Source: an optimization exercise on an open RTL-to-GDS flow (aim: small area). Production flows keep margins and buffers that such runs may drop.
Where RTL was checked, it was by simulation tests only, not by an equivalence proof against the original.
For runs 1, 2 and 4 to 7, only the layout was checked, not whether the RTL still works.
No activity file was given, so power comes from the tool's default toggle rates.

--- run.sh ---
#!/bin/bash
# synth_recipe.tcl (not shown) runs the flow's synth.tcl, then flattens the netlist and writes it again
# the make line also repeats each setting of config.mk as NAME=value (left out here)
make -C /OpenROAD-flow-scripts/flow DESIGN_CONFIG=/design/flow/config.mk WORK_HOME=/design/flow/orfs CLKGATE_MAP_FILE= SYNTH_SCRIPT=/design/flow/synth_recipe.tcl finish
--- design.v ---
module rpi433_core (
    input  wire        clk,
    input  wire        rst,
    input  wire        rx_in,
    input  wire        cmd_valid,
    input  wire [11:0] cmd,
    input  wire [15:0] rd_addr,
    output wire        tx_out,
    output wire        tx_busy,
    output wire        rx_done,
    output wire        rx_ovr,
    output wire        cmd_err,
    output wire [2:0]  rx_stat,
    output wire [4:0]  rx_cause,
    output wire [7:0]  rx_len,
    output wire [5:0]  rx_nbytes,
    output wire [15:0] min_low,
    output wire [15:0] min_high,
    output wire [7:0]  rd_data
);
    localparam [1:0] R_IDLE = 2'd0, R_START = 2'd1, R_DATA = 2'd2;
    localparam [1:0] T_IDLE = 2'd0, T_RUN = 2'd1, T_FIN = 2'd2, T_END = 2'd3;
    localparam [1:0] G_SIG = 2'd0, G_LEN = 2'd1, G_PAY = 2'd2, G_CHK = 2'd3;
    localparam [2:0] ST_NONE = 3'd0, ST_OK = 3'd1, ST_BADTIMING = 3'd2, ST_TOOSHORT = 3'd3,
                     ST_SIGMISMATCH = 3'd4, ST_LENOVERRUN = 3'd5, ST_CHKMISMATCH = 3'd6;
    localparam [3:0] OP_TXCLR = 4'h1, OP_TXPUSH = 4'h2, OP_TXGO = 4'h3,
                     OP_RXACK = 4'h4, OP_ERRCLR = 4'h5;
    localparam [6:0] END_P = 7'd100;
    function [7:0] key_byte;
        input [3:0] i;
        case (i)
            4'd0:  key_byte = 8'hC5;
            4'd1:  key_byte = 8'h07;
            4'd2:  key_byte = 8'h22;
            4'd3:  key_byte = 8'h33;
            4'd4:  key_byte = 8'h44;
            4'd5:  key_byte = 8'h55;
            4'd6:  key_byte = 8'h66;
            4'd7:  key_byte = 8'h77;
            4'd8:  key_byte = 8'h88;
            4'd9:  key_byte = 8'h99;
            4'd10: key_byte = 8'hAA;
            4'd11: key_byte = 8'hBB;
            4'd12: key_byte = 8'hCC;
            4'd13: key_byte = 8'hDD;
            4'd14: key_byte = 8'hEE;
            default: key_byte = 8'hFF;
        endcase
    endfunction
    function [7:0] sig_byte;
        input [1:0] i;
        case (i)
            2'd0: sig_byte = 8'h63;
            2'd1: sig_byte = 8'hF9;
            2'd2: sig_byte = 8'h5C;
            default: sig_byte = 8'h1B;
        endcase
    endfunction
    reg [4:0]   ph;              
    reg [1:0]   txphase;         
    reg [1:0]   txrg;            
    reg         txlevel;
    reg [7:0]   txhold;
    reg [2:0]   txbc;            
    reg [5:0]   txcnt;           
    reg [5:0]   txlen;
    reg [7:0]   txchk;           
    reg [255:0] txq;             
    reg         cmderr;
    reg [1:0]   rxphase;
    reg         level;
    reg [6:0]   elapsed;         
    reg [6:0]   unit;            
    reg [3:0]   m10;             
    reg         bad;
    reg         cwovf;
    reg [9:0]   cwcnt;
    reg [6:0]   run_lo, run_hi;
    reg [6:0]   ev1_dur, ev2_dur;
    reg [7:0]   sr;              
    reg [5:0]   rxcnt;
    reg         nz;              
    reg         sigbad;          
    reg [7:0]   nlen;            
    reg         dchk;            
    reg [7:0]   acc;             
    reg [7:0]   pend;            
    reg [255:0] bank0, bank1;
    reg         disp;            
    reg [2:0]   rxstat;
    reg [4:0]   rxcause;
    reg [7:0]   rxlen;
    reg [5:0]   rxnbytes;
    reg [6:0]   minlow, minhigh;
    reg         rxdone, rxovr;
    wire [7:0] tx_tap = txq[255:248];
    reg  [7:0] tx_frame_byte;
    always @* begin
        case (txrg)
            G_SIG:   tx_frame_byte = sig_byte(txcnt[1:0]);
            G_LEN:   tx_frame_byte = {2'b00, txlen};
            G_PAY:   tx_frame_byte = tx_tap ^ key_byte(txcnt[3:0]);
            default: tx_frame_byte = txchk;
        endcase
    end
    wire       tx_frame_bit = tx_frame_byte[3'd7 - txbc];
    wire       tx_hold  = (txhold > 8'd1);
    wire       tx_bit   = (txphase == T_RUN) && !tx_hold;      
    wire       tx_bend  = tx_bit && (txbc == 3'd7);           
    wire [5:0] txcnt_p1 = txcnt + 1'b1;
    wire       tx_pay_last = (txcnt_p1 == txlen);
    reg [1:0]  txphase_s;
    always @* begin
        txphase_s = txphase;
        if (txphase == T_IDLE || tx_hold)
            txphase_s = txphase;
        else if (txphase == T_END)
            txphase_s = T_IDLE;
        else if (txphase == T_FIN)
            txphase_s = T_END;
        else if (tx_bend && txrg == G_CHK)
            txphase_s = T_FIN;
    end
    wire [3:0] op        = cmd[11:8];
    wire [7:0] arg       = cmd[7:0];
    wire       tx_idle_s = (txphase_s == T_IDLE);
    wire do_txclr  = cmd_valid && op == OP_TXCLR  && tx_idle_s;
    wire do_txpush = cmd_valid && op == OP_TXPUSH && tx_idle_s && !txlen[5];
    wire do_txgo   = cmd_valid && op == OP_TXGO   && tx_idle_s;
    wire do_rxack  = cmd_valid && op == OP_RXACK;
    wire do_errclr = cmd_valid && op == OP_ERRCLR;
    wire refused   = cmd_valid && (op == OP_TXCLR || op == OP_TXPUSH || op == OP_TXGO ||
                                   op > OP_ERRCLR) &&
                     !(do_txclr || do_txpush || do_txgo);
    wire [5:0] tx_sigpos = {1'b0, txcnt[1:0], txbc} + txlen;
    wire tx_rot  = tx_bit && ((txrg == G_SIG && !tx_sigpos[5]) || (txbc == 3'd7 && txrg == G_PAY));
    wire txq_en  = do_txpush || tx_rot;
    wire [6:0] diff     = (elapsed == 7'd127) ? 7'd127 : elapsed + 1'b1;
    wire       gate     = (rxphase != R_IDLE) && (diff > END_P);
    wire       changed  = (rx_in != level);
    wire       accepted = changed && (diff >= 7'd2);
    wire [1:0] phase_g  = gate ? R_IDLE : rxphase;
    wire       is_first = accepted && phase_g == R_IDLE;
    wire       is_calib = accepted && phase_g == R_START;
    wire       is_data  = accepted && phase_g == R_DATA;
    wire       do_record = is_calib || is_data;
    wire [7:0] ce  = {1'b0, diff} - {2'b00, unit[6:1]} - {7'd0, unit[0]};
    wire ge1 = !ce[7];
    wire ge3 = (ce[6:0] >= unit);
    wire ge5 = ({1'b0, ce[6:0]} >= {unit, 1'b0});
    wire sym_zero = is_data && ge1 && !ge3;
    wire sym_one  = is_data && ge1 &&  ge3 && !ge5;
    wire sym_bad  = is_data && !sym_zero && !sym_one;
    wire push     = sym_zero || sym_one;
    wire [7:0] byte_n     = {sr[6:0], sym_one};
    wire       byte_store = push && sr[7] && (rxcnt < 6'd38);
    wire [5:0] pay_c      = rxcnt - 6'd5;       
    wire       pend_ok  = (rxcnt >= 6'd6) && (rxcnt <= 6'd37);
    wire [4:0] pend_sl  = rxcnt[4:0] - 5'd5 + ph;        
    wire       pend_wr  = pend_ok && (pend_sl[3:0] == 4'd0);
    wire       wr0      = pend_wr && !pend_sl[4];
    wire       wr16     = pend_wr &&  pend_sl[4];
    wire [3:0] cause_t;
    assign cause_t[0] = (run_lo >= END_P) || (run_hi >= END_P);
    assign cause_t[1] = (run_lo < 7'd2) || (run_hi < 7'd2);
    assign cause_t[2] = bad;
    assign cause_t[3] = cwovf;
    wire [4:0] fin_cause = {(cause_t == 4'b0000) && (rxcnt != 6'd0) && !nz, cause_t};
    reg [2:0] fin_stat;
    always @* begin
        if (fin_cause != 5'b00000)   fin_stat = ST_BADTIMING;
        else if (rxcnt < 6'd4)       fin_stat = ST_TOOSHORT;
        else if (sigbad)             fin_stat = ST_SIGMISMATCH;
        else if (!dchk)              fin_stat = ST_LENOVERRUN;
        else if (acc != 8'h00)       fin_stat = ST_CHKMISMATCH;
        else                         fin_stat = ST_OK;
    end
    wire fin_ok = (fin_stat == ST_OK);
    wire rxdone_h = do_rxack ? 1'b0 : rxdone;
    wire rxovr_h  = do_rxack ? 1'b0 : rxovr;
    always @(posedge clk) begin
        if (txq_en)
            txq <= {txq[247:0], do_txpush ? arg : txq[255:248]};
        bank0 <= {bank0[247:128], (wr16 && disp)  ? pend : bank0[127:120],
                  bank0[119:0],   (wr0 && disp)   ? pend : bank0[255:248]};
        bank1 <= {bank1[247:128], (wr16 && !disp) ? pend : bank1[127:120],
                  bank1[119:0],   (wr0 && !disp)  ? pend : bank1[255:248]};
        if (byte_store)
            pend <= byte_n ^ key_byte(pay_c[3:0]);
        if (byte_store && rxcnt == 6'd4)
            nlen <= byte_n;
        if (do_record && !cwcnt[9]) begin
            ev1_dur <= diff;
            ev2_dur <= ev1_dur;
        end
        if (do_txgo) begin
            txhold <= 8'd10;
            txbc   <= 3'd0;
            txcnt  <= 6'd0;
            txrg   <= G_SIG;
        end else if (tx_hold) begin
            txhold <= txhold - 1'b1;
        end else if (txphase == T_FIN) begin
            txhold <= 8'd150;
        end else if (tx_bit) begin
            txhold <= tx_frame_bit ? 8'd20 : 8'd10;
            txbc   <= txbc + 1'b1;
            if (tx_bend) begin
                case (txrg)
                    G_SIG: begin
                        txcnt <= txcnt_p1;
                        if (txcnt[1:0] == 2'd3) begin
                            txrg  <= G_LEN;
                            txcnt <= 6'd0;
                        end
                    end
                    G_LEN: txrg <= (txlen == 6'd0) ? G_CHK : G_PAY;
                    G_PAY: begin
                        txcnt <= txcnt_p1;
                        if (tx_pay_last) txrg <= G_CHK;
                    end
                    default: ;
                endcase
            end
        end
        if (is_first) begin
            unit <= 7'd0;
            m10  <= 4'd1;
        end else if (rxphase == R_START && !accepted) begin
            unit <= unit + (m10 != 4'd0);
            m10  <= (m10 == 4'd9) ? 4'd0 : m10 + 1'b1;
        end
    end
    always @(posedge clk) begin
        if (rst) begin
            ph       <= 5'd0;
            txphase  <= T_IDLE;
            txlevel  <= 1'b0;
            txlen    <= 6'd0;
            txchk    <= 8'h00;
            cmderr   <= 1'b0;
            rxphase  <= R_IDLE;
            level    <= 1'b0;
            elapsed  <= 7'd0;
            bad      <= 1'b0;
            cwovf    <= 1'b0;
            cwcnt    <= 10'd0;
            run_lo   <= END_P;
            run_hi   <= END_P;
            sr       <= 8'h01;
            rxcnt    <= 6'd0;
            nz       <= 1'b0;
            sigbad   <= 1'b0;
            dchk     <= 1'b0;
            acc      <= 8'h00;
            disp     <= 1'b0;
            rxstat   <= ST_NONE;
            rxcause  <= 5'd0;
            rxlen    <= 8'd0;
            rxnbytes <= 6'd0;
            minlow   <= END_P;
            minhigh  <= END_P;
            rxdone   <= 1'b0;
            rxovr    <= 1'b0;
        end else begin
            ph <= ph + 1'b1;
            txphase <= txphase_s;
            if (txphase == T_FIN && !tx_hold)
                txlevel <= 1'b0;
            else if (tx_bit)
                txlevel <= ~txlevel;
            if (do_txclr) begin
                txlen <= 6'd0;
                txchk <= 8'h00;
            end
            if (do_txpush) begin
                txlen <= txlen + 1'b1;
                txchk <= txchk ^ arg ^ key_byte(txlen[3:0]);
            end
            if (do_txgo) begin
                txlevel <= 1'b1;
                txphase <= T_RUN;
            end
            if (do_errclr)
                cmderr <= 1'b0;
            if (refused)
                cmderr <= 1'b1;
            rxdone <= rxdone_h;
            rxovr  <= rxovr_h;
            if (gate) begin
                rxovr    <= rxovr_h | rxdone_h;
                rxdone   <= 1'b1;
                rxstat   <= fin_stat;
                rxcause  <= fin_cause;
                rxnbytes <= rxcnt;
                minlow   <= run_lo;
                minhigh  <= run_hi;
                rxlen    <= fin_ok ? nlen : 8'd0;
                disp     <= disp ^ fin_ok;
                cwcnt    <= 10'd0;
                rxcnt    <= 6'd0;
                sr       <= 8'h01;
                bad      <= 1'b0;
                cwovf    <= 1'b0;
                run_lo   <= END_P;
                run_hi   <= END_P;
                nz       <= 1'b0;
                sigbad   <= 1'b0;
                dchk     <= 1'b0;
                acc      <= 8'h00;
                rxphase  <= R_IDLE;
            end
            if (!accepted) begin
                elapsed <= diff;
            end else begin
                elapsed <= 7'd0;
                level   <= rx_in;
                if (is_first)
                    rxphase <= R_START;
                if (is_calib)
                    rxphase <= R_DATA;
                if (sym_bad)
                    bad <= 1'b1;
            end
            if (do_record) begin
                if (!cwcnt[9]) begin
                    cwcnt <= cwcnt + 1'b1;
                    if (cwcnt[8:2] != 7'd0) begin
                        if (!level && ev2_dur < run_lo) run_lo <= ev2_dur;
                        if ( level && ev2_dur < run_hi) run_hi <= ev2_dur;
                    end
                end else begin
                    cwovf <= 1'b1;
                end
            end
            if (push) begin
                sr <= sr[7] ? 8'h01 : byte_n;
                if (byte_store) begin
                    rxcnt <= rxcnt + 1'b1;
                    if (byte_n != 8'h00)
                        nz <= 1'b1;
                    if (rxcnt < 6'd4 && byte_n != sig_byte(rxcnt[1:0]))
                        sigbad <= 1'b1;
                    if (rxcnt >= 6'd5 && !dchk) begin
                        acc <= acc ^ byte_n;
                        if ({2'b00, pay_c} == nlen)
                            dchk <= 1'b1;
                    end
                end
            end
        end
    end
    wire [4:0] rd_sl   = rd_addr[4:0] + ph;
    wire [7:0] rd_b0   = bank0[8*rd_sl +: 8];
    wire [7:0] rd_b1   = bank1[8*rd_sl +: 8];
    wire       rd_ok   = (rd_addr[15:8] == 8'h00) && (rd_addr[7:0] < rxlen);
    assign tx_out    = txlevel;
    assign tx_busy   = (txphase != T_IDLE);
    assign rx_done   = rxdone;
    assign rx_ovr    = rxovr;
    assign cmd_err   = cmderr;
    assign rx_stat   = rxstat;
    assign rx_cause  = rxcause;
    assign rx_len    = rxlen;
    assign rx_nbytes = rxnbytes;
    assign min_low   = {9'd0, minlow};
    assign min_high  = {9'd0, minhigh};
    assign rd_data   = rd_ok ? (disp ? rd_b1 : rd_b0) : 8'h00;
endmodule
--- config.mk ---
export PLATFORM = sky130hd
export DESIGN_NAME = rpi433_core
export DESIGN_NICKNAME = rpi433_core
export VERILOG_FILES = /design/flow/design.v
export SDC_FILE = /design/flow/constraint.sdc
export NUM_CORES = 4
export LEC_CHECK = 0
export CAP_MARGIN = 20
export CORE_MARGIN = 2
export CORE_UTILIZATION = 40
export CTS_BUF_LIST = sky130_fd_sc_hd__clkbuf_4
export CTS_CLUSTER_DIAMETER = 30
export CTS_CLUSTER_SIZE = 9
export SLEW_MARGIN = 20
--- constraint.sdc ---
create_clock -name core_clock -period 12.0 [get_ports {clk}]
set_input_delay 2.4000 -clock core_clock [delete_from_list [all_inputs] [get_ports {clk}]]
set_output_delay 2.4000 -clock core_clock [all_outputs]
set_load 0.01 [all_outputs]
==> impl_results.md, run 1 <==
- Status: no timing/DRC/antenna violations
- Nets: 2,632
- Synth cell types: 86
- Dpl cells: 3,431
- Worst-path maximum fanout: a little under 70
- Syn. warnings: 1
- Ports: 99
- Max cap viols: 0
- Arr. time, crit path: 6.52 ns
- Unrepaired setup endpoints after global routing: no
- Fin Setup TNS: 0 ns
- Worst Hold Depth: 0
- Vias: 18,847
- CP required: around 9.6 ns
- CTS tree: done
- Worst hold slack: 0.2984 ns
- RD Place Congestion: roughly 0.82
- Top FF cell, synth: dfxtp_1
- Antenna-violating nets left: 0
- Clk buf depth: 3
- Vias in the first global route: just under 20,000
- Die Wd: 293.9 um
- CTS Sinks: 967
- Pre-antenna DRT Iters: 5
- Clk_skew: 0.05770 ns
- Synth top area share: 40.55%
- Dpl cell area: 0.03552 mm2
- Die ar.: between 0.08 and 0.09 mm2
- EDFF count, synth: ~290
- Bufs and invs on worst path: 3
- Fin crit share: about three quarters
- DR iter-0 viols: ~1,100
- WL/cell: 17.12 um
- Initial Util: about 40%
- Power per Cell Area: 169.7 mW/mm2
- Synth Instances: 2,349
- Cell Chain, Critical Path: clkdlybuf4s50_1 -> ha_4 -> buf_4 -> mux4_2 -> mux4_2 -> mux2i_1 -> o22ai_1 -> clkdlybuf4s50_1
- Min-delay src: bank0[10]$_DFF_P_
- Setup WS pre-CTS: 3.047 ns
- Seq/Total Area, Yosys: 66.10%
- Final hold vios: 0
- Kind of critical path: in -> out
- Worst min-delay path class: reg -> reg
- H-tree levels: 4
- CP max-delay cell: buf_4
- Nature of the critical path endpoint: output port
- CTS Buf Count: 160
- Area of the core: approximately 0.083 mm2
- Leak pwr: 13.67 nW
- Overflow after GRT: 0
- Synth area leader: dfxtp_1
- Slew Viols, Final: 0
- Final WL: 63,600 um
- Setup crit start kind: primary input
- Input/output buffers: 80
- Row cnt: about 110
- Final instance area: about 0.038 mm2
- Area Overhead vs Synth: 12.71%
- Ranking of synthesized cells by area: dfxtp_1 41%, edfxtp_1 26%, mux4_2 11%, ha_1 3.1%, nand2_1 1.7%
- CP startpoint: rd_addr[0]
- Worst-path clk slew: 0.09 ns
- R2R Path Start: elapsed[0]$_SDFF_PP0_
- Min Tclk post-route: 8.915 ns
- Worst reg2reg path depth: 20
- Fmax: about 110 MHz
- Share of post-route cells with drive strength above 1: 19.08%
- Rel. slew slack: a little over a third
- First-pass GRT wire length: 103,200 um
- Synthesized flop and latch total: 967
- Layout Cells excl Fill: roughly 3,700
- FILL cells: 7,339
- FFs w/ async S/R, synth: 0%
- Pin count of the biggest net entering global routing: between 150 and 200
- Worst Slack Setup Final: between 3 and 4 ns
- Initial antenna violation count: 2
- Worst path max stage delay: slightly below 0.9 ns
- Layout Utilization: 45.42%
- Tot GR Track Use: 14.98%
- Mean post-synth cell area: 14.31 um2
- Pwr Total: 6.432 mW
- Peak supply drop: 0.1125 mV
- HPWL Detailed: 39,450 um
- Vias per cell: between 5 and 6
- Die Height: 293.9 um
- Post-CTS setup buffer count: 0
- Top delay family on crit path: buffers and inverters
- # resized after CTS: 0
- Root Buffer Master: clkbuf_4
- Worst-margin pin slew: 0.9519 ns
- Netlist Area Pre-Place: about 0.034 mm2
- Post-route DRC: 0
- # hold bufs at CTS: 0
- Number of cells on the critical path: 8
- Worst skew pair latency: between 1 and 1.5 ns
- Final Setup Violations: 0
-- state kept, by name, indices dropped and copies added, names as in the netlist, 8 cells and up, named ones only --
name,flops
txq,256
txhold,8
cwcnt,10
nlen,8
rxlen,8
txchk,8
bank1,256
sr,8
acc,8
pend,8
bank0,256
-- worst paths after layout --
path | to | slack (ns)
max | rd_data[4] | 3.08
min | bank0[18]$_DFF_P_ | 0.30
max reg2reg | nlen[0]$_DFFE_PP_ | 6.71
min reg2reg | bank0[18]$_DFF_P_ | 0.30
-- logic make-up (layout without fill, tap and decap cells) --
group / Yosys count / after routing / share of synthesized area, %
AOI/OAI and AO/OA: 275 / 275 / 5.438
xor gates and xnor gates: 87 / 87 / 2.307
adders and majority gates: 88 / 88 / 3.357
buffers and inverters: 207 / 472 / 2.594
DFF: 967 / 967 / 66.10
muxes: 231 / 231 / 12.99
other: 1 / 22 / 0.01115
and+or+nand+nor: 493 / 493 / 7.202
-- synth_stat cells, drive strengths merged (3+ instances only) --
library cell and instances:
a2111oi 7, a211oi 12, a21o 14, a21oi 95, a22oi 11, a311oi 9, a31oi 6, and2 7
and3 4, buf 50, clkbuf 64, dfxtp 681, edfxtp 286, fa 4, ha 83, inv 91
mux2 33, mux2i 37, mux4 161, nand2 152, nand2b 20, nand3 48, nand3b 9, nand4 16
nand4b 10, nor2 135, nor2b 13, nor3 33, nor3b 4, nor4 15, o2111ai 3, o211ai 7
o21a 8, o21ai 39, o21bai 4, o22ai 13, o311ai 14, o31ai 14, or2 6, or3 7
or4 10, xnor2 61, xor2 25
-- metal layers --
layer | up-vias | GRT usage, % | wire [um]
li1 | 8972 | - | -
met1 | 9360 | 19.73 | 29630
met2 | 391 | 23.77 | 29640
met3 | 124 | 3.150 | 2618
met4 | 0 | 6.919 | 1707
met5 | - | 0 | 0
-- final cells by class --
cell class                 count  area [um2]  share of cell area (%)
timing repair buffer          99       954.7                   2.519
clock inverter                85       882.1                   2.328
sequential                   967       22230                   58.65
clock buffer                 195        1464                   3.863
antenna                        4       10.01                 0.02642
multi-input combinational   1192       10660                   28.12
tap                         1080        1351                   3.566
inverter                      93       349.1                  0.9212
-- power breakdown --
group | leakage (nW) | internal, mW | switching [mW]
clock network | 1.31 | 1.16 | 1.19
logic | 4.30 | 0.248 | 0.358
registers | 8.06 | 3.41 | 0.0637
-- layout by cell type, fill, tap and decap left out, types with 11 or more instances in the layout --
| cell | Yosys | routed |
|---|---|---|
| o311ai_0 | 13 | 13 |
| clkdlybuf4s50_1 | 0 | 79 |
| conb_1 | 1 | 18 |
| bufinv_16 | 0 | 17 |
| mux2_2 | 33 | 33 |
| nor4_1 | 11 | 11 |
| xnor2_1 | 61 | 59 |
| clkinv_2 | 0 | 21 |
| nor3_1 | 30 | 29 |
| a21oi_1 | 93 | 93 |
| dfxtp_1 | 681 | 680 |
| nand3_1 | 48 | 48 |
| clkinv_1 | 2 | 27 |
| mux4_2 | 161 | 161 |
| buf_4 | 20 | 17 |
| nand4_1 | 16 | 16 |
| nor2b_1 | 13 | 13 |
| xor2_1 | 25 | 25 |
| o22ai_1 | 13 | 13 |
| a21o_1 | 14 | 14 |
| edfxtp_1 | 286 | 286 |
| nor2_1 | 133 | 133 |
| ha_1 | 83 | 82 |
| a22oi_1 | 11 | 11 |
| o21ai_0 | 35 | 34 |
| nand2_1 | 152 | 152 |
| inv_1 | 90 | 90 |
| mux2i_1 | 37 | 37 |
| clkbuf_4 | 0 | 195 |
| nand2b_1 | 20 | 19 |
| o31ai_1 | 14 | 14 |
==> inputs of run 2 (changes only) <==
--- a/config.mk
+++ b/config.mk
@@ -10,5 +10,5 @@
 export CORE_UTILIZATION = 40
-export CTS_BUF_LIST = sky130_fd_sc_hd__clkbuf_4
-export CTS_CLUSTER_DIAMETER = 30
-export CTS_CLUSTER_SIZE = 9
+export CTS_BUF_LIST = sky130_fd_sc_hd__clkbuf_8
+export CTS_CLUSTER_DIAMETER = 50
+export CTS_CLUSTER_SIZE = 18
 export SLEW_MARGIN = 20
==> impl_results.md, run 2 <==
- Initial Util: 40.30%
- Die Height: 293.9 um
- Worst skew pair latency: 0.68 ns
- Area of the core: 0.08342 mm2
- Status: no timing/DRC/antenna violations
- Commonest non-fill, non-tap cell in the layout: dfxtp_1
- Synth cell types: 86
- Power per Cell Area: between 150 and 200 mW/mm2
- Top cells by count, synth: 681 x dfxtp_1, 286 x edfxtp_1, 161 x mux4_2
- CTS Buf Count: 81
- Pin count of the biggest net entering global routing: ~190
- First-pass GRT wire length: 101,000 um
- H-tree levels: 3
- Pre-antenna DRT Iters: 5
- Complex-gate fraction of the synthesized area: between 5 and 6%
- Mean post-synth cell area: ~14 um2
- # resized after CTS: 0
- Post-synthesis mux area share: 12.99%
- Vias in the first global route: 18,706
- Min Tclk post-route: 8.911 ns
- Post-route DRC: 0
- CTS Sinks: 967
- Adder-Cell Fraction of Synth Area: 3.357%
- FFs w/ async S/R, synth: 0%
- CP required: 9.60 ns
- Largest family of logic cells by synthesized area: multiplexers
- Fin Setup TNS: 0 ns
- Worst-margin pin slew: 0.9626 ns
- Arr. time, crit path: 6.51 ns
- Most common cell in the netlist: dfxtp_1
- Nature of the critical path endpoint: output port
- Syn. warnings: 1
- Initial antenna violation count: 1
- Ports: just under 100
- Root Buffer Master: clkbuf_8
- Fin crit share: between 70% and 80%
- WL/cell: 17.39 um
- Pwr Total: about 6.0 mW
- Fmax: 112.2 MHz
- Top flop regs: bank0 (256), bank1 (256), txq (256)
- Overflow after GRT: 0
- Rel. slew slack: 35.83%
- HPWL Detailed: 39,450 um
- Antenna-violating nets left: 0
- CTS tree: done
- Synth Instances: 2,349
- EDFF count, synth: 286
- Netlist Area Pre-Place: 0.03362 mm2
- Setup crit start kind: primary input
- # hold bufs at CTS: 0
- Max cap viols: 0
- Tot GR Track Use: 14.47%
- Die ar.: 0.08638 mm2
- Row cnt: 106
- Synth area leader: dfxtp_1
- FILL cells: 7,316
- Seq/Total Area, Yosys: approximately two thirds
- Area Overhead vs Synth: 10.92%
- Post-synthesis simple-gate area fraction: 7.202%
- Worst-path clk slew: 0.11 ns
- DR iter-0 viols: 1,176
- RD Place Congestion: 0.8248
- Worst-path maximum fanout: 68
- Post-CTS setup buffer count: 0
- Vias: 18,206
- Clk buf depth: 3
- Final WL: a little over 60,000 um
- Kind of critical path: in -> out
- Synth top area share: a little over 40%
- Clk_skew: 0.02807 ns
- XOR/XNOR Fraction of Synth Area: 2.307%
- Unrepaired setup endpoints after global routing: no
- Share of post-route cells with drive strength above 1: 15.25%
- Die Wd: 293.9 um
- Slew Viols, Final: 0
- Leak pwr: 13.26 nW
- Worst min-delay path class: reg -> reg
- Vias per cell: 5.095
- Most frequent cells in the layout: 680 x dfxtp_1, 286 x edfxtp_1, 161 x mux4_2, 152 x nand2_1, 133 x nor2_1
- Final Setup Violations: 0
- Nets: about 2,600
- Input/output buffers: 80
- Peak supply drop: 0.09438 mV
- Top FF cell, synth: dfxtp_1
- Ranking of synthesized cells by area: dfxtp_1 41%, edfxtp_1 26%, mux4_2 11%, ha_1 3.1%, nand2_1 1.7%
- Synthesized flop and latch total: 967
- Final hold vios: 0
## run 2: cell counts after synthesis
Identical to the previous run, type by type.
## run 2: cell families (layout without fill, tap and decap cells)
family          after synthesis  count (layout)
compound gates              275             275
xor+xnor                     87              87
fa+ha+maj                    88              88
buf+inv                     207             333
flops                       967             967
mux                         231             231
other cells                   1              19
simple gates                493             493
## run 2: path summary, 6_finish.rpt
| kind | slack, ns | start | end | depth (start not counted) |
|---|---|---|---|---|
| setup / recovery | 3.09 | rd_addr[0] | rd_data[4] | 8 |
| hold / removal | 0.34 | bank1[221]$_DFF_P_ | bank1[229]$_DFF_P_ | 0 |
| setup reg to reg | 6.60 | elapsed[0]$_SDFF_PP0_ | nlen[1]$_DFFE_PP_ | 20 |
| hold reg to reg | 0.34 | bank1[221]$_DFF_P_ | bank1[229]$_DFF_P_ | 0 |
## run 2: per-stage QoR
step | cell area, um2 | util (%) | std cells | worst slack (ns) | hold slack (ns)
detailed placement | 35520 | 42.58 | 3431 | 3.047 | 0.3321
finish | 37290 | 44.70 | 3573 | 3.089 | 0.3383
global placement | 35510 | 42.57 | 3430 | 3.153 | 0.3298
floorplan | 33690 | - | 2366 | 2.932 | 0.3259
CTS | 37270 | 44.68 | 3572 | 3.047 | 0.3407
global route | 37290 | 44.70 | 3573 | 2.912 | 0.3394
## run 2: layout make-up
class                           count  area (um2)  share of cell area (%)
Sequential cell                   967       22230                   59.60
Multi-Input combinational cell   1192       10660                   28.58
Tap cell                         1080        1351                   3.624
Clock buffer                       85        1170                   3.137
Timing Repair Buffer               99       954.7                   2.560
Clock inverter                     56       581.8                   1.560
Inverter                           93       349.1                  0.9361
Antenna cell                        1       2.502                0.006711
## run 2: per-layer routing
metal / wire, um / track usage [%] / share of wire, % / up-vias
li1: - / - / - / 8705
met1: 29380 / 19.83 / 47 / 9093
met2: 29040 / 23.42 / 47 / 292
met3: 2212 / 2.719 / 3.6 / 116
met4: 1495 / 4.268 / 2.4 / 0
met5: 0 / 0 / 0 / -
## run 2: critical path, cell delays in order
cell	delay, ns
clkdlybuf4s50_1	0.48
ha_4	0.85
buf_4	0.86
mux4_2	0.42
mux4_2	0.50
mux2i_1	0.18
o22ai_1	0.09
clkdlybuf4s50_1	0.60
## run 2: power breakdown
part	switching (mW)	internal, mW
Clock	1.12	0.840
Sequential	0.0637	3.41
Combinational	0.359	0.248
==> inputs of run 3 (changes only) <==
--- a/design.v
+++ b/design.v
@@ -353,4 +353,12 @@
     wire [4:0] rd_sl   = rd_addr[4:0] + ph;
-    wire [7:0] rd_b0   = bank0[8*rd_sl +: 8];
-    wire [7:0] rd_b1   = bank1[8*rd_sl +: 8];
+    reg  [7:0] rd_b0, rd_b1;
+    integer q;
+    always @* begin
+        rd_b0 = 8'h00;
+        rd_b1 = 8'h00;
+        for (q = 0; q < 32; q = q + 1) begin
+            rd_b0 = rd_b0 | ({8{rd_sl == q && !disp}} & bank0[8*q +: 8]);
+            rd_b1 = rd_b1 | ({8{rd_sl == q &&  disp}} & bank1[8*q +: 8]);
+        end
+    end
     wire       rd_ok   = (rd_addr[15:8] == 8'h00) && (rd_addr[7:0] < rxlen);
@@ -367,3 +375,3 @@
     assign min_high  = {9'd0, minhigh};
-    assign rd_data   = rd_ok ? (disp ? rd_b1 : rd_b0) : 8'h00;
+    assign rd_data   = rd_ok ? (rd_b1 | rd_b0) : 8'h00;
 endmodule
==> impl_results.md, run 3 <==
- Status: no timing/DRC/antenna violations
- Seq/Total Area, Yosys: 66.32%
- Kind of critical path: in -> out
- HPWL Detailed: 58,090 um
- Initial Util: 40.23%
- Post-synthesis mux area share: 2.058%
- Clk buf depth: 3
- Tot GR Track Use: 20.86%
- Pin count of the biggest net entering global routing: 98
- Post-synthesis simple-gate area fraction: 12.06%
- Slew Viols, Final: 0
- Worst Hold Depth: 0
- Rel. slew slack: 15.80%
- Cell Chain, Critical Path: clkdlybuf4s50_1 -> ha_1 -> fa_1 -> a21o_1 -> a21oi_2 -> mux2i_4 -> buf_4 -> and2_1 -> a32oi_1 -> nand3_1 -> nor3_1 -> a31oi_1 -> clkdlybuf4s50_1
- Die Height: 293.4 um
- Area Overhead vs Synth: 12.73%
- Share of post-route cells with drive strength above 1: 10.99%
- Hold EP: bank0[169]$_DFF_P_
- Top delay family on crit path: buffers and inverters
- Syn. warnings: 1
- Adder-Cell Fraction of Synth Area: 3.339%
- Vias: ~22,000
- Post-route DRC: 0
- Die ar.: 0.08609 mm2
- Setup crit start kind: primary input
- Min Tclk post-route: 10.10 ns
- Synth area leader: dfxtp_1
- Dpl cell area: 0.03539 mm2
- CP max-delay cell: mux2i_4
- CP required: 9.60 ns
- Complex-gate fraction of the synthesized area: 10.80%
- Final WL: 90,990 um
- # hold bufs at CTS: 0
- Pre-antenna DRT Iters: 8
- Most common cell in the netlist: dfxtp_1
- Min-delay src: bank0[161]$_DFF_P_
- Synthesized flop and latch total: 967
- Final Setup Violations: 0
- Most frequent cells in the layout: 681 x dfxtp_1, 286 x edfxtp_1, 163 x nand3_1, 160 x nand2_1, 107 x nor2_1
- # resized after CTS: 0
- Synth Instances: 2,718
- Nature of the critical path endpoint: output port
- Ranking of synthesized cells by area: dfxtp_1 41%, edfxtp_1 26%, ha_1 3.1%, a32oi_1 2.6%, nand3_1 2.4%
- WL/cell: 23.00 um
- Worst skew pair latency: 0.77 ns
- Fmax: 99.03 MHz
- First-pass GRT wire length: 137,200 um
- CTS Buf Count: 99
- DR iter-0 viols: 1,853
- Fin crit share: 84.15%
- Initial antenna violation count: 2
- Root Buffer Master: clkbuf_8
- R2R Path Start: elapsed[0]$_SDFF_PP0_
- Vias in the first global route: 22,336
- Top cells by count, synth: 681 x dfxtp_1, 286 x edfxtp_1, 163 x nand3_1
- Row cnt: 106
- Synth cell types: 91
- CTS Sinks: 967
- Antenna-violating nets left: 0
- RD Place Congestion: 0.9185
- Top FF cell, synth: dfxtp_1
- Nets: 2,908
- Input/output buffers: 80
- Peak supply drop: roughly 0.11 mV
- Ports: 99
- Top flop regs: bank0 (256), bank1 (256), txq (256)
- Commonest non-fill, non-tap cell in the layout: dfxtp_1
- Post-CTS setup buffer count: 0
- Bufs and invs on worst path: 3
- Pwr Total: 6.478 mW
- Area of the core: 0.08329 mm2
- EDFF count, synth: 286
- Die Wd: roughly 290 um
- Worst-path clk slew: 0.09 ns
- FFs w/ async S/R, synth: 0%
- Max cap viols: 0
- Worst-margin pin slew: 1.262 ns
- Synth top area share: 40.69%
- Largest family of logic cells by synthesized area: simple AND/OR/NAND/NOR gates
- RR Endpoint: nlen[0]$_DFFE_PP_
- Worst path max stage delay: 0.98 ns
- Crit-path most repeated cell: clkdlybuf4s50_1
- Worst-path maximum fanout: 30
- Clk_skew: approximately 0.061 ns
- Arr. time, crit path: 7.70 ns
- Netlist Area Pre-Place: 0.03350 mm2
- H-tree levels: 3
- Reg2Reg Setup Slack: 6.39 ns
- Worst min-delay path class: reg -> reg
- Final hold vios: 0
- XOR/XNOR Fraction of Synth Area: 2.170%
- Overflow after GRT: 0
- Mean post-synth cell area: 12.33 um2
- CTS tree: done
- Worst reg2reg path depth: 16
- Power per Cell Area: roughly 170 mW/mm2
- Unrepaired setup endpoints after global routing: no
- Leak pwr: 13.99 nW
- Final instance area: approximately 0.038 mm2
- Vias per cell: 5.600
- Fin Setup TNS: 0 ns
run 3: final cells by class:
class / instances / area (um2)
clock buffers: 102 / 1404
inverters: 85 / 319.1
repair buffers: 120 / 1114
fillers: 7491 / 45520
multi-input cells: 1516 / 10390
well taps: 1080 / 1351
clock inverters: 85 / 968.4
flip-flops and latches: 967 / 22220
diodes: 1 / 2.502
run 3: kinds of logic after synthesis:
family          count (synthesis)
xor+xnor                       83
mux                            63
other cells                     1
simple gates                  773
buf+inv                       252
compound gates                492
fa+ha+maj                      87
flops                         967
run 3: where the power goes:
part	total (mW)	switching (mW)	internal (mW)
Sequential	3.47	0.0595	3.41
Combinational	0.636	0.407	0.229
Clock	2.37	1.37	0.998
run 3: routing by layer:
| metal | wire [um] | vias to the layer above | part of all wire (%) | GRT usage (%) |
|---|---|---|---|---|
| li1 | - | 10082 | - | - |
| met1 | 38850 | 10872 | 43 | 27.19 |
| met2 | 41030 | 924 | 45 | 33.27 |
| met3 | 6386 | 274 | 7.0 | 3.956 |
| met4 | 4731 | 0 | 5.2 | 10.43 |
| met5 | 0 | - | 0 | 0 |
run 3: worst max path at each step:
stage | depth (start not counted) | slack [ns] | to | from
after floorplan | 8 | 3.20 | txq[0]$_DFFE_PP_ | txlen[1]$_SDFFE_PP0N_
after global placement | 13 | 2.00 | rd_data[6] | rd_addr[0]
after detailed placement | 13 | 1.96 | rd_data[6] | rd_addr[0]
after CTS | 13 | 1.95 | rd_data[6] | rd_addr[0]
after global routing | 13 | 1.79 | rd_data[6] | rd_addr[0]
final | 13 | 1.90 | rd_data[1] | rd_addr[0]
run 3: metrics by stage:
step	util, %	cells	setup slack, ns	hold slack [ns]
after floorplan	-	2735	3.199	0.3231
after global placement	42.46	3767	2.003	0.3275
after detailed placement	42.49	3768	1.955	0.3303
after CTS	45.33	3955	1.953	0.3015
after global routing	45.35	3956	1.791	0.3166
final	45.35	3956	1.902	0.3135
==> inputs of run 4 (changes only) <==
--- a/design.v
+++ b/design.v
@@ -58,2 +58,3 @@
     endfunction
+    integer     q;
     reg [4:0]   ph;              
@@ -67,3 +68,6 @@
     reg [7:0]   txchk;           
-    reg [255:0] txq;             
+    reg [255:0] txr;             
+    reg [7:0]   txp;             
+    reg         txpv;            
+    reg [7:0]   txn;             
     reg         cmderr;
@@ -95,3 +99,2 @@
     reg         rxdone, rxovr;
-    wire [7:0] tx_tap = txq[255:248];
     reg  [7:0] tx_frame_byte;
@@ -101,3 +104,3 @@
             G_LEN:   tx_frame_byte = {2'b00, txlen};
-            G_PAY:   tx_frame_byte = tx_tap ^ key_byte(txcnt[3:0]);
+            G_PAY:   tx_frame_byte = txn ^ key_byte(txcnt[3:0]);
             default: tx_frame_byte = txchk;
@@ -134,5 +137,9 @@
                      !(do_txclr || do_txpush || do_txgo);
-    wire [5:0] tx_sigpos = {1'b0, txcnt[1:0], txbc} + txlen;
-    wire tx_rot  = tx_bit && ((txrg == G_SIG && !tx_sigpos[5]) || (txbc == 3'd7 && txrg == G_PAY));
-    wire txq_en  = do_txpush || tx_rot;
+    wire [4:0] tx_wsl   = txlen[4:0] + ph + {4'd0, !txpv};    
+    wire       tx_podd  = !(txlen[0] ^ ph[0]);                  
+    wire       tx_dir   = do_txpush && !tx_podd;
+    wire       tx_we    = txpv || tx_dir;
+    wire [7:0] tx_wd    = txpv ? txp : arg;
+    wire [4:0] tx_rsl   = txcnt[4:0] + ph;
+    wire       tx_fetch = (tx_rsl[2:0] == 3'd7) && (txrg == G_LEN || (txrg == G_PAY && txbc == 3'd0));
     wire [6:0] diff     = (elapsed == 7'd127) ? 7'd127 : elapsed + 1'b1;
@@ -181,4 +188,8 @@
     always @(posedge clk) begin
-        if (txq_en)
-            txq <= {txq[247:0], do_txpush ? arg : txq[255:248]};
+        for (q = 0; q < 32; q = q + 1)
+            txr[8*q +: 8] <= (q[0] == 1'b0 && tx_we && tx_wsl[4:1] == q[4:1]) ? tx_wd
+                                                                           : txr[8*((q+31)%32) +: 8];
+        txp <= arg;
+        if (tx_fetch)
+            txn <= txr[8*{tx_rsl[4:3], 3'd7} +: 8];
         bank0 <= {bank0[247:128], (wr16 && disp)  ? pend : bank0[127:120],
@@ -239,2 +250,3 @@
             txlen    <= 6'd0;
+            txpv     <= 1'b0;
             txchk    <= 8'h00;
@@ -271,2 +283,3 @@
                 txlevel <= ~txlevel;
+            txpv <= do_txpush && tx_podd;
             if (do_txclr) begin
@@ -354,3 +367,2 @@
     reg  [7:0] rd_b0, rd_b1;
-    integer q;
     always @* begin
==> impl_results.md, run 4 <==
- Nature of the critical path endpoint: output port
- EDFF count, synth: 38
- CTS tree: done
- Netlist Area Pre-Place: ~0.033 mm2
- Synth Instances: 2,901
- Min Tclk post-route: between 9 and 10 ns
- Area of the core: between 0.08 and 0.09 mm2
- Antenna-violating nets left: 0
- Vias per cell: 5.593
- Root Buffer Master: clkbuf_8
- Fin crit share: 82.82%
- Initial Util: 40.35%
- Syn. warnings: 1
- Worst-margin pin slew: 1.113 ns
- Sw frac: 28.31%
- Pin count of the biggest net entering global routing: 71
- Input/output buffers: 80
- CP required: 9.60 ns
- Fmax: 100.6 MHz
- Top cells by count, synth: 946 x dfxtp_1, 168 x mux2_2, 161 x nand2_1
- Final hold vios: 0
- HPWL Detailed: 67,150 um
- Top FF cell, synth: dfxtp_1
- Commonest non-fill, non-tap cell in the layout: dfxtp_1
- Fin Setup TNS: 0 ns
- Kind of critical path: in -> out
- Tot GR Track Use: 22.76%
- # resized after CTS: 0
- Setup crit start kind: primary input
- Synth top area share: 57.25%
- Status: no timing/DRC/antenna violations
- Synthesized flop and latch total: 984
- Arr. time, crit path: 7.54 ns
- Worst hold slack: slightly above 0.3 ns
- RD Place Congestion: roughly 0.95
- Post-route DRC: 0
- Share of post-route cells with drive strength above 1: 13.95%
- Nets: 3,075
- Max cap viols: 0
- Synth area leader: dfxtp_1
- Clock power share: 36.6%
- First-pass GRT wire length: 146,100 um
- Rel. slew slack: between 20% and 30%
- Pre-antenna DRT Iters: 7
- Sequential cell fraction of total power: 52.2%
- Worst-path clk slew: 0.11 ns
- FILL cells: 7,621
- Seq/Total Area, Yosys: 60.70%
- Area Overhead vs Synth: 12.61%
- Combinational cell fraction of total power: 11.2%
- Top flop regs: bank0 (256), bank1 (256), txr (256)
- Slew Viols, Final: 0
- Worst-path maximum fanout: 32
- Die Height: around 290 um
- Internal: between 4 and 5 mW
- CTS Buf Count: 97
- Worst Slack Setup Final: 2.062 ns
- Clk buf depth: 3
- Ports: 99
- Power per Cell Area: roughly 180 mW/mm2
- Ranking of synthesized cells by area: dfxtp_1 57%, mux2_2 5.7%, edfxtp_1 3.4%, ha_1 3.3%, a22oi_1 2.9%
- Unrepaired setup endpoints after global routing: no
- Vias: 22,965
- Switch Pwr: 1.864 mW
- Most common cell in the netlist: dfxtp_1
- CTS Sinks: 984
- Overflow after GRT: 0
- Row cnt: around 110
- Final WL: roughly 99,000 um
- Synth cell types: 75
- Layout Cells excl Fill: 4,106
- FFs w/ async S/R, synth: 0%
- WL/cell: 24.13 um
- Initial antenna violation count: 9
- Clk_skew: 0.07803 ns
- Die Wd: 291.6 um
- Mean post-synth cell area: around 11 um2
- Worst min-delay path class: reg -> reg
- DR iter-0 viols: 2,173
- Vias in the first global route: 22,630
- Post-CTS setup buffer count: 0
- H-tree levels: 3
- Worst skew pair latency: 0.78 ns
- Most frequent cells in the layout: 946 x dfxtp_1, 168 x mux2_2, 161 x nand2_1, 142 x nor2_1, 127 x a22oi_1
- Setup WS pre-CTS: between 2 and 2.5 ns
- Die ar.: 0.08501 mm2
- # hold bufs at CTS: 0
- Final Setup Violations: 0
- Peak supply drop: 0.1068 mV
- Leak pwr: 14.68 nW
- Dpl cells: between 3,000 and 4,000
[run 4: critical path, cell delays in order]
cell             delay, ns
clkdlybuf4s50_1       0.43
ha_1                  0.24
fa_1                  0.43
a21o_1                0.20
a21oi_1               0.18
buf_4                 0.23
mux2i_4               0.75
buf_4                 0.47
and2_0                0.69
a22oi_1               0.24
nand3_1               0.15
nor4_1                0.06
a31oi_1               0.39
clkdlybuf4s50_1       0.64
[run 4: path summary, 6_finish.rpt]
path	cells after the start	end	start	slack [ns]
min reg2reg	0	bank1[95]$_DFF_P_	bank1[87]$_DFF_P_	0.30
max reg2reg	17	nlen[6]$_DFFE_PP_	elapsed[0]$_SDFF_PP0_	6.44
max	14	rd_data[5]	rd_addr[0]	2.06
min	0	bank1[95]$_DFF_P_	bank1[87]$_DFF_P_	0.30
[run 4: routing by layer]
metal	up-vias	global-route usage, %	wire, um
met4	8	9.215	4254
met5	-	0	56
met3	285	5.191	8156
met2	1046	35.48	43810
met1	11138	30.55	42800
li1	10488	-	-
[run 4: kinds of logic (layout without fill, tap and decap cells)]
group	after synthesis	count (layout)	synth area share, %
compound gates	530	530	11.37
xor+xnor	103	103	2.727
fa+ha+maj	95	95	3.722
buf+inv	267	381	3.310
flops	984	984	60.70
mux	205	205	7.217
other cells	1	22	0.01134
simple gates	716	716	10.94
[run 4: power by group through the flow]
stage / Combinational (mW) / Sequential [mW] / Clock, mW
global route: 0.814 / 3.45 / 2.59
global placement: 0.693 / 3.51 / 0
finish: 0.736 / 3.44 / 2.41
CTS: 0.731 / 3.44 / 2.45
floorplan: 0.524 / 3.49 / 0
detailed placement: 0.725 / 3.51 / 0
[run 4: layout make-up]
cell class              count  area (um2)  share of cell area [%]
diodes                      4       10.01                 0.02687
flip-flops and latches    984       20080                   53.90
clock buffers             107        1473                   3.954
well taps                1070        1339                   3.594
inverters                  85       319.1                  0.8565
clock inverters            75       873.3                   2.345
repair buffers            114        1074                   2.882
multi-input cells        1667       12080                   32.44
[run 4: metrics by stage]
step	area, um2	util [%]	power, mW
finish	37250	45.44	6.583
global route	37250	45.43	6.851
CTS	37230	45.42	6.620
detailed placement	34880	42.55	4.236
global placement	34860	42.52	4.199
floorplan	33140	-	4.014
==> inputs of run 5 (changes only) <==
--- a/design.v
+++ b/design.v
@@ -366,11 +366,4 @@
     wire [4:0] rd_sl   = rd_addr[4:0] + ph;
-    reg  [7:0] rd_b0, rd_b1;
-    always @* begin
-        rd_b0 = 8'h00;
-        rd_b1 = 8'h00;
-        for (q = 0; q < 32; q = q + 1) begin
-            rd_b0 = rd_b0 | ({8{rd_sl == q && !disp}} & bank0[8*q +: 8]);
-            rd_b1 = rd_b1 | ({8{rd_sl == q &&  disp}} & bank1[8*q +: 8]);
-        end
-    end
+    wire [7:0] rd_b0   = bank0[8*rd_sl +: 8];
+    wire [7:0] rd_b1   = bank1[8*rd_sl +: 8];
     wire       rd_ok   = (rd_addr[15:8] == 8'h00) && (rd_addr[7:0] < rxlen);
@@ -387,3 +380,3 @@
     assign min_high  = {9'd0, minhigh};
-    assign rd_data   = rd_ok ? (rd_b1 | rd_b0) : 8'h00;
+    assign rd_data   = rd_ok ? (disp ? rd_b1 : rd_b0) : 8'h00;
 endmodule
==> impl_results.md, run 5 <==
- Root Buffer Master: clkbuf_8
- Synth top area share: 56.41%
- Unrepaired setup endpoints after global routing: no
- Initial antenna violation count: 1
- Most frequent cells in the layout: 945 x dfxtp_1, 161 x mux2_2, 152 x mux4_2, 133 x nor2_1, 115 x nand2_1
- Commonest non-fill, non-tap cell in the layout: dfxtp_1
- Kind of critical path: in -> out
- Status: no timing/DRC/antenna violations
- Worst skew pair latency: approximately 0.76 ns
- RR Endpoint: nlen[5]$_DFFE_PP_
- Fin crit share: 75.09%
- Layout Cells excl Fill: 3,826
- Final WL: 70,470 um
- Area Overhead vs Synth: 11.82%
- Hold EP: txr[43]$_DFF_P_
- Die Wd: 293.7 um
- Dpl cells: roughly 3,700
- Top FF cell, synth: dfxtp_1
- CTS Sinks: 984
- First-pass GRT wire length: 113,300 um
- Arr. time, crit path: 6.61 ns
- Fmax: 111.0 MHz
- Synth Instances: 2,594
- Final Setup Violations: 0
- Clk_skew: ~0.071 ns
- Final hold vios: 0
- R2R Path Start: elapsed[0]$_SDFF_PP0_
- Slew Viols, Final: 0
- Layout Utilization: between 40% and 50%
- Min Tclk post-route: 9.011 ns
- FILL cells: 7,480
- EDFF count, synth: 38
- RD Place Congestion: 0.8304
- Max cap viols: 0
- Ranking of synthesized cells by area: dfxtp_1 56%, mux4_2 10%, mux2_2 5.4%, edfxtp_1 3.4%, ha_1 3.3%
- Vias per cell: 5.168
- Input/output buffers: 80
- Worst Slack Setup Final: between 2 and 3 ns
- HPWL Detailed: 47,030 um
- Pre-antenna DRT Iters: 5
- Vias in the first global route: between 20,000 and 25,000
- Cell Chain, Critical Path: clkdlybuf4s50_1 -> or4_1 -> a2111oi_0 -> o211ai_1 -> or3b_1 -> nor3b_2 -> a22oi_1 -> o211ai_1 -> clkdlybuf4s50_1
- Min-delay src: txr[35]$_DFF_P_
- Worst reg2reg path depth: 19
- Nature of the critical path endpoint: output port
- CP required: 9.60 ns
- Die Height: 293.7 um
- Pwr Total: 6.328 mW
- Clk buf depth: 3
- Worst-margin pin slew: 0.9575 ns
- Reg2Reg Setup Slack: between 5 and 6 ns
- Top delay family on crit path: simple AND/OR/NAND/NOR gates
- WL/cell: 18.42 um
- CTS Buf Count: 92
- Share of post-route cells with drive strength above 1: 19.27%
- Worst-path maximum fanout: 9
- Vias: between 15,000 and 20,000
- Top flop regs: bank0 (256), bank1 (256), txr (256)
- Setup crit start kind: primary input
- Row cnt: about 110
- Synth area leader: dfxtp_1
- Antenna-violating nets left: 0
- Overflow after GRT: 0
- Nets: 2,794
- Worst min-delay path class: reg -> reg
- # resized after CTS: 0
- Netlist Area Pre-Place: around 0.034 mm2
- Reg area: roughly 0.020 mm2
- Initial Util: 40.24%
- Worst path max stage delay: 0.84 ns
- Syn. warnings: 1
- Power per Cell Area: ~170 mW/mm2
- Synth cell types: 88
- Setup WS pre-CTS: around 3 ns
- Worst Hold Depth: 0
- DR iter-0 viols: 1,211
- Area of the core: approximately 0.083 mm2
- Rel. slew slack: 35.82%
- Leak pwr: approximately 14 nW
- Multi-input logic area: 0.01266 mm2
- Most common cell in the netlist: dfxtp_1
- Post-route DRC: 0
- Peak supply drop: about 0.13 mV
- Tot GR Track Use: 16.43%
- H-tree levels: 3
- Mean post-synth cell area: 12.94 um2
- Ports: 99
- Seq/Total Area, Yosys: 59.81%
- Top cells by count, synth: 946 x dfxtp_1, 161 x mux2_2, 152 x mux4_2
- Bufs and invs on worst path: 2
- Die ar.: 0.08626 mm2
- Pin count of the biggest net entering global routing: 91
- # hold bufs at CTS: 0
- Post-CTS setup buffer count: 0
- Fin Setup TNS: 0 ns
- Synthesized flop and latch total: roughly 1,000
- CP max-delay cell: nor3b_2
- CTS tree: done
- FFs w/ async S/R, synth: 0%
- Worst-path clk slew: 0.10 ns
==> run 5: changes by cell type in the layout (fill, tap and decap cells not counted), moves of 29 or more <==
| cell | delta |
|---|---|
| nand3_1 | -48 |
| mux2_1 | +29 |
| nand2_1 | -46 |
| and3_1 | -43 |
| a32oi_1 | -90 |
| a22oi_1 | -109 |
| mux4_2 | +142 |
| and2_1 | -38 |
==> run 5: final cells by class <==
type                    instances  area share, %
inverters                      98         0.9799
diodes                          1       0.006666
multi-input cells            1397          33.73
repair buffers                 95          2.460
clock buffers                  96          3.520
clock inverters                75          2.203
flip-flops and latches        984          53.50
well taps                    1080          3.600
==> run 5: routing by layer <==
layer / routed length (um) / GRT usage (%)
met1: 32800 / 22.44
met2: 32310 / 26.11
met3: 3499 / 3.361
met4: 1850 / 5.401
met5: 0 / 0
==> run 5: worst max path at each step <==
stage	startpoint	to	slack, ns	depth (start not counted)
floorplan	rd_addr[0]	rd_data[5]	4.71	7
global placement	rd_addr[9]	rd_data[0]	2.98	9
detailed placement	rd_addr[9]	rd_data[0]	2.95	9
CTS	rd_addr[9]	rd_data[0]	2.96	9
global route	rd_addr[9]	rd_data[0]	2.78	9
finish	rd_addr[9]	rd_data[0]	2.99	9
==> run 5: cells by family after synthesis <==
logic type               Yosys count  share of synthesized area, %
flip-flops                       984                         59.81
AND/OR/NAND/NOR                  505                         7.573
buffers and inverters            230                         2.829
multiplexers                     373                         17.49
adder cells (fa/ha/maj)           94                         3.637
other                              1                       0.01117
AO/OA/AOI/OAI                    312                         6.168
XOR/XNOR                          95                         2.478
==> run 5: through the flow <==
| step | hold slack, ns | instance area (um2) |
|---|---|---|
| 6_report | 0.2975 | 37540 |
| 5_1_grt | 0.2930 | 37540 |
| 4_1_cts | 0.2884 | 37520 |
| 3_5_place_dp | 0.3121 | 35380 |
| 3_3_place_gp | 0.3098 | 35370 |
| 2_1_floorplan | 0.3096 | 33640 |
==> run 5: power breakdown <==
part           switching, mW  internal (mW)
combinational          0.379          0.275
sequential            0.0697           3.36
clock                   1.27          0.978
total                   1.71           4.61
==> inputs of run 6 (changes only) <==
==> flow/run.sh (new file) <==
#!/bin/bash
# Standard layout, with the smallest buffer on the ports and no dummy clock loads.
set -euo pipefail
export BUFFER_PORTS_ARGS="-buffer_cell sky130_fd_sc_hd__buf_1"
export CTS_ARGS="-sink_clustering_enable -repair_clock_nets -sink_clustering_size 18 -sink_clustering_max_diameter 50 -buf_list sky130_fd_sc_hd__clkbuf_8 -dont_use_dummy_load"
bash standard.sh > flow.log 2>&1
==> standard.sh (new file) <==
#!/bin/bash
# synth_recipe.tcl (not shown) runs the flow's synth.tcl, then flattens the netlist and writes it again
# the make line also repeats each setting of config.mk as NAME=value (left out here)
make -C /OpenROAD-flow-scripts/flow DESIGN_CONFIG=/design/flow/config.mk WORK_HOME=/design/flow/orfs CLKGATE_MAP_FILE= SYNTH_SCRIPT=/design/flow/synth_recipe.tcl "${@:-finish}"
removed: run.sh
==> impl_results.md, run 6 <==
- Vias per cell: 5.215
- Final instance area: 0.03619 mm2
- Die Height: 293.7 um
- RD Place Congestion: 0.8501
- CTS Buf Count: 94
- Overflow after GRT: 0
- Netlist Area Pre-Place: roughly 0.034 mm2
- Layout Cells excl Fill: 3,752
- Setup WS pre-CTS: 3.842 ns
- Pin count of the biggest net entering global routing: 57
- Top FF cell, synth: dfxtp_1
- Post-route DRC: 0
- FILL cells: 7,549
- Vias: 19,568
- Most frequent cells in the layout: 945 x dfxtp_1, 161 x mux2_2, 152 x mux4_2, 133 x nor2_1, 115 x nand2_1
- Ports: slightly below 100
- Worst Slack Setup Final: around 3.8 ns
- Worst-path clk slew: roughly 0.10 ns
- Die ar.: 0.08626 mm2
- Fmax: 122.4 MHz
- Bufs and invs on worst path: 2
- Post-CTS setup buffer count: 0
- Die Wd: 293.7 um
- Mean post-synth cell area: approximately 13 um2
- CTS Sinks: 984
- Kind of critical path: in -> out
- Area Overhead vs Synth: 7.808%
- Reg area: 0.02008 mm2
- Worst skew pair latency: around 0.74 ns
- Peak supply drop: 0.1118 mV
- Root Buffer Master: clkbuf_8
- Top delay family on crit path: simple AND/OR/NAND/NOR gates
- Commonest non-fill, non-tap cell in the layout: dfxtp_1
- HPWL Detailed: 47,160 um
- CP max-delay cell: nor3b_2
- Max cap viols: 0
- FFs w/ async S/R, synth: 0%
- WL/cell: 18.49 um
- Cell Chain, Critical Path: buf_1 -> or4_1 -> a2111oi_0 -> o211ai_1 -> or3b_1 -> nor3b_2 -> a22oi_1 -> o211ai_1 -> buf_1
- Worst hold slack: 0.2415 ns
- Fin Setup TNS: 0 ns
- First-pass GRT wire length: 111,700 um
- Top flop regs: bank0 (256), bank1 (256), txr (256)
- H-tree levels: 3
- Vias in the first global route: 20,103
- Ranking of synthesized cells by area: dfxtp_1 56%, mux4_2 10%, mux2_2 5.4%, edfxtp_1 3.4%, ha_1 3.3%
- Final Setup Violations: 0
- CP required: 9.60 ns
- Worst min-delay path class: reg -> reg
- Pwr Total: 5.776 mW
- Top cells by count, synth: 946 x dfxtp_1, 161 x mux2_2, 152 x mux4_2
- Fin crit share: 68.08%
- Layout Utilization: 43.39%
- Final WL: 69,370 um
- Unrepaired setup endpoints after global routing: no
- Synth Instances: between 2,000 and 3,000
- Worst-margin pin slew: 0.9789 ns
- Status: no timing/DRC/antenna violations
- Nets: between 2,000 and 3,000
- Multi-input logic area: 0.01266 mm2
- Synth area leader: dfxtp_1
- Dpl cells: approximately 3,700
- Dpl cell area: 0.03489 mm2
- Most common cell in the netlist: dfxtp_1
- Leak pwr: 13.72 nW
- Syn. warnings: 1
- Row cnt: 106
- Initial antenna violation count: 1
- Clk_skew: ~0.12 ns
- DR iter-0 viols: 1,093
- Rel. slew slack: between 30% and 40%
- Slew Viols, Final: 0
- # resized after CTS: 0
- Antenna-violating nets left: 0
- Power per Cell Area: 159.6 mW/mm2
- Worst path max stage delay: 0.81 ns
- Worst-path maximum fanout: 9
- Tot GR Track Use: approximately 16%
- Input/output buffers: 80
- EDFF count, synth: 38
- Synth top area share: 56.41%
- Area of the core: 0.08342 mm2
- Setup crit start kind: primary input
- Initial Util: 40.24%
- Nature of the critical path endpoint: output port
- Pre-antenna DRT Iters: 5
- Synth cell types: 88
- Seq/Total Area, Yosys: 59.81%
- Min Tclk post-route: 8.169 ns
- Synthesized flop and latch total: 984
- Reg2Reg Setup Slack: 5.40 ns
- Clk buf depth: 3
- Share of post-route cells with drive strength above 1: 17.15%
- Final hold vios: 0
- Arr. time, crit path: roughly 5.8 ns
- CTS tree: done
- # hold bufs at CTS: 0
-- run 6: layout make-up --
type                    count  area share [%]
clock buffers              94           3.575
multi-input cells        1397           34.97
inverters                  98           1.016
well taps                1080           3.734
flip-flops and latches    984           55.49
repair buffers             98           1.213
diodes                      1        0.006914
-- run 6: worst paths after layout --
check | depth (start not counted) | endpoint | start
min | 0 | txr[91]$_DFF_P_ | txr[83]$_DFF_P_
min reg2reg | 0 | txr[91]$_DFF_P_ | txr[83]$_DFF_P_
max | 9 | rd_data[0] | rd_addr[9]
max reg2reg | 19 | nlen[6]$_DFFE_PP_ | elapsed[0]$_SDFF_PP0_
-- run 6: kinds of logic after synthesis --
| family | Yosys count | synth area share, % |
|---|---|---|
| multiplexers | 373 | 17.49 |
| adder cells (fa/ha/maj) | 94 | 3.637 |
| flip-flops | 984 | 59.81 |
| XOR/XNOR | 95 | 2.478 |
| other | 1 | 0.01117 |
| buffers and inverters | 230 | 2.829 |
| AO/OA/AOI/OAI | 312 | 6.168 |
| AND/OR/NAND/NOR | 505 | 7.573 |
-- run 6: power breakdown --
group	switching [mW]	leakage [nW]	internal, mW	total [mW]
logic	0.375	5.08	0.265	0.641
registers	0.0695	7.97	3.36	3.43
clock network	1.01	0.676	0.694	1.70
-- run 6: routing by layer --
metal  track usage (%)  part of all wire (%)  up-vias
met3             2.757                   4.1      127
met2             26.11                    46      387
met4             4.679                   2.2        0
met5                 0                     0        -
met1             22.38                    47     9720
li1                  -                     -     9334
==> inputs of run 7 (changes only) <==
==> flow/run.sh (replaced) <==
#!/bin/bash
# Standard layout, with the smallest buffer on the ports and no dummy clock loads.
set -euo pipefail
export BUFFER_PORTS_ARGS="-buffer_cell sky130_fd_sc_hd__buf_1"
export CTS_ARGS="-sink_clustering_enable -repair_clock_nets -sink_clustering_size 36 -sink_clustering_max_diameter 40 -buf_list sky130_fd_sc_hd__clkbuf_16 -dont_use_dummy_load"
bash standard.sh > flow.log 2>&1
==> impl_results.md, run 7 <==
- Ports: between 90 and 100
- Area Overhead vs Synth: 12.44%
- Slew Viols, Final: 0
- Initial Util: 40.24%
- Overflow after GRT: 0
- Max cap viols: 0
- Nets: approximately 2,800
- Synthesized flop and latch total: 984
- Netlist Area Pre-Place: 0.03357 mm2
- First-pass GRT wire length: 112,900 um
- Synth top area share: between 50% and 60%
- Status: no timing/DRC/antenna violations
- Clk_skew: 0.1221 ns
- Nature of the critical path endpoint: output port
- Share of post-route cells with drive strength above 1: 17.76%
- Most common cell in the netlist: dfxtp_1
- Fmax: 122.3 MHz
- Worst-margin pin slew: between 0.9 and 1 ns
- Die ar.: 0.08626 mm2
- Commonest non-fill, non-tap cell in the layout: dfxtp_1
- Mean post-synth cell area: 12.94 um2
- Pre-antenna DRT Iters: 5
- H-tree levels: 3
- Seq/Total Area, Yosys: 59.81%
- # resized after CTS: 0
- Top FF cell, synth: dfxtp_1
- Vias: 19,676
- # hold bufs at CTS: 0
- Final hold vios: 0
- Area of the core: 0.08342 mm2
- Worst min-delay path class: reg -> reg
- Most frequent cells in the layout: 945 x dfxtp_1, 161 x mux2_2, 152 x mux4_2, 133 x nor2_1, 115 x nand2_1
- Peak supply drop: 0.1174 mV
- Post-CTS setup buffer count: 0
- RD Place Congestion: 0.8501
- Synth cell types: 88
- Worst hold slack: 0.2304 ns
- Synth area leader: dfxtp_1
- Fin crit share: 68.13%
- Initial antenna violation count: 0
- Row cnt: between 100 and 150
- Pin count of the biggest net entering global routing: 57
- Root Buffer Master: clkbuf_16
- Top flop regs: bank0 (256), bank1 (256), txr (256)
- Worst skew pair latency: 0.70 ns
- Final instance area: 0.03775 mm2
- Post-route DRC: 0
- Unrepaired setup endpoints after global routing: no
- Power per Cell Area: 182.1 mW/mm2
- Kind of critical path: in -> out
- Die Height: 293.7 um
- FFs w/ async S/R, synth: 0%
- Vias in the first global route: about 20,000
- CP required: 9.60 ns
- Syn. warnings: 1
- Worst-path maximum fanout: 9
- CTS Sinks: roughly 1,000
- Arr. time, crit path: 5.78 ns
- EDFF count, synth: 38
- Pwr Total: 6.875 mW
- Leak pwr: 14.45 nW
- CTS tree: done
- Synth Instances: around 2,600
- Input/output buffers: 80
- Min Tclk post-route: a little over 8 ns
- Fin Setup TNS: 0 ns
- Final Setup Violations: 0
- WL/cell: 18.53 um
- Die Wd: 293.7 um
- Top cells by count, synth: 946 x dfxtp_1, 161 x mux2_2, 152 x mux4_2
- Clk buf depth: 3
- Inserted Diodes: 0
- Dpl cell area: approximately 0.035 mm2
- Antenna-violating nets left: 0
- Tot GR Track Use: between 10% and 20%
- Rel. slew slack: 34.21%
- Ranking of synthesized cells by area: dfxtp_1 56%, mux4_2 10%, mux2_2 5.4%, edfxtp_1 3.4%, ha_1 3.3%
- Setup crit start kind: primary input
- CTS Buf Count: between 100 and 150
- DR iter-0 viols: 1,102
- Vias per cell: 5.218
- HPWL Detailed: 47,160 um
- Worst-path clk slew: 0.06 ns
- Final WL: 69,880 um
run 7: cell counts after synthesis:
No cell type changed its count.
run 7: routing by layer:
layer	up-vias	wire length [um]	GRT usage [%]
li1	9391	-	-
met5	-	0	0
met3	124	2869	2.711
met1	9775	32800	22.50
met4	0	1681	5.102
met2	386	32530	26.32
run 7: layout make-up:
cell class	instances	area, um2
Inverter	98	367.9
Timing Repair Buffer	98	439.2
Multi-Input combinational cell	1397	12660
Tap cell	1080	1351
Sequential cell	984	20080
Clock buffer	114	2853
Fill cell	7378	45670
run 7: metrics by stage:
stage | worst slack, ns | utilization, % | instances
global placement | 3.908 | 41.82 | 3657
floorplan | 4.713 | - | 2611
finish | 3.824 | 45.25 | 3771
detailed placement | 3.842 | 41.83 | 3657
global route | 3.604 | 45.25 | 3771
CTS | 3.786 | 45.25 | 3771
run 7: logic make-up (layout without fill, tap and decap cells):
| group | after synthesis | after routing | share of synthesized area [%] |
|---|---|---|---|
| buffers and inverters | 230 | 310 | 2.829 |
| xor gates and xnor gates | 95 | 95 | 2.478 |
| adders and majority gates | 94 | 94 | 3.637 |
| muxes | 373 | 373 | 17.49 |
| other | 1 | 18 | 0.01117 |
| and+or+nand+nor | 505 | 505 | 7.573 |
| AOI/OAI and AO/OA | 312 | 312 | 6.168 |
| DFF | 984 | 984 | 59.81 |
run 7: path summary, 6_finish.rpt:
check                                      startpoint                  to  slack, ns  depth (start not counted)
worst max register to register  elapsed[0]$_SDFF_PP0_   nlen[3]$_DFFE_PP_       5.38                         19
worst max-delay path                       rd_addr[9]          rd_data[0]       3.82                          9
worst min-delay path               bank0[196]$_DFF_P_  bank0[204]$_DFF_P_       0.23                          0
worst min register to register     bank0[196]$_DFF_P_  bank0[204]$_DFF_P_       0.23                          0
run 7: critical path: stages:
cell and delay, ns:
buf_1 0.06, or4_1 0.50, a2111oi_0 0.41, o211ai_1 0.26, or3b_1 0.69, nor3b_2 0.80, a22oi_1 0.22, o211ai_1 0.24
buf_1 0.19
run 7: power by group:
part | switching [mW] | total (mW) | internal, mW
registers | 0.0704 | 3.44 | 3.37
logic | 0.379 | 0.644 | 0.265
clock network | 1.15 | 2.79 | 1.64

separate check: timing with driven ports:
The flow's constraints put no driver on any port. The routed layouts listed below were extracted and timed again, unchanged, in two steps. Step 1, drivers: a clkbuf_16 drives clk and a buf_2 each remaining input, both assumed. Step 2 times the ports against the registers' clock, not the clock port: input delays grow and output delays shrink by t, the midpoint of the rising clock arrivals with the driver on. Three values: no drivers, after step 1, after step 2; two values: the first two.
run | shift t [ns] | setup WS [ns] | slew at the worst register clock pin (ns)
run 1 | 1.046 | 3.085 / 3.064 / 3.064 | 0.10 / 0.10
run 2 | 0.729 | 3.089 / 3.068 / 3.068 | 0.11 / 0.11
run 3 | 0.788 | 1.902 / 1.882 / 1.882 | 0.11 / 0.11
run 4 | 0.803 | 2.062 / 1.988 / 1.988 | 0.11 / 0.11
run 5 | 0.780 | 2.989 / 2.957 / 2.957 | 0.11 / 0.11
run 6 | 0.742 | 3.831 / 3.807 / 3.807 | 0.10 / 0.10
run 7 | 0.697 | 3.824 / 3.801 / 3.801 | 0.07 / 0.07
After both steps setup and hold are still met in every run listed. The setup slack of run 4, which loses most, moves by -0.074 ns with the drivers and by -0.074 ns with both steps.
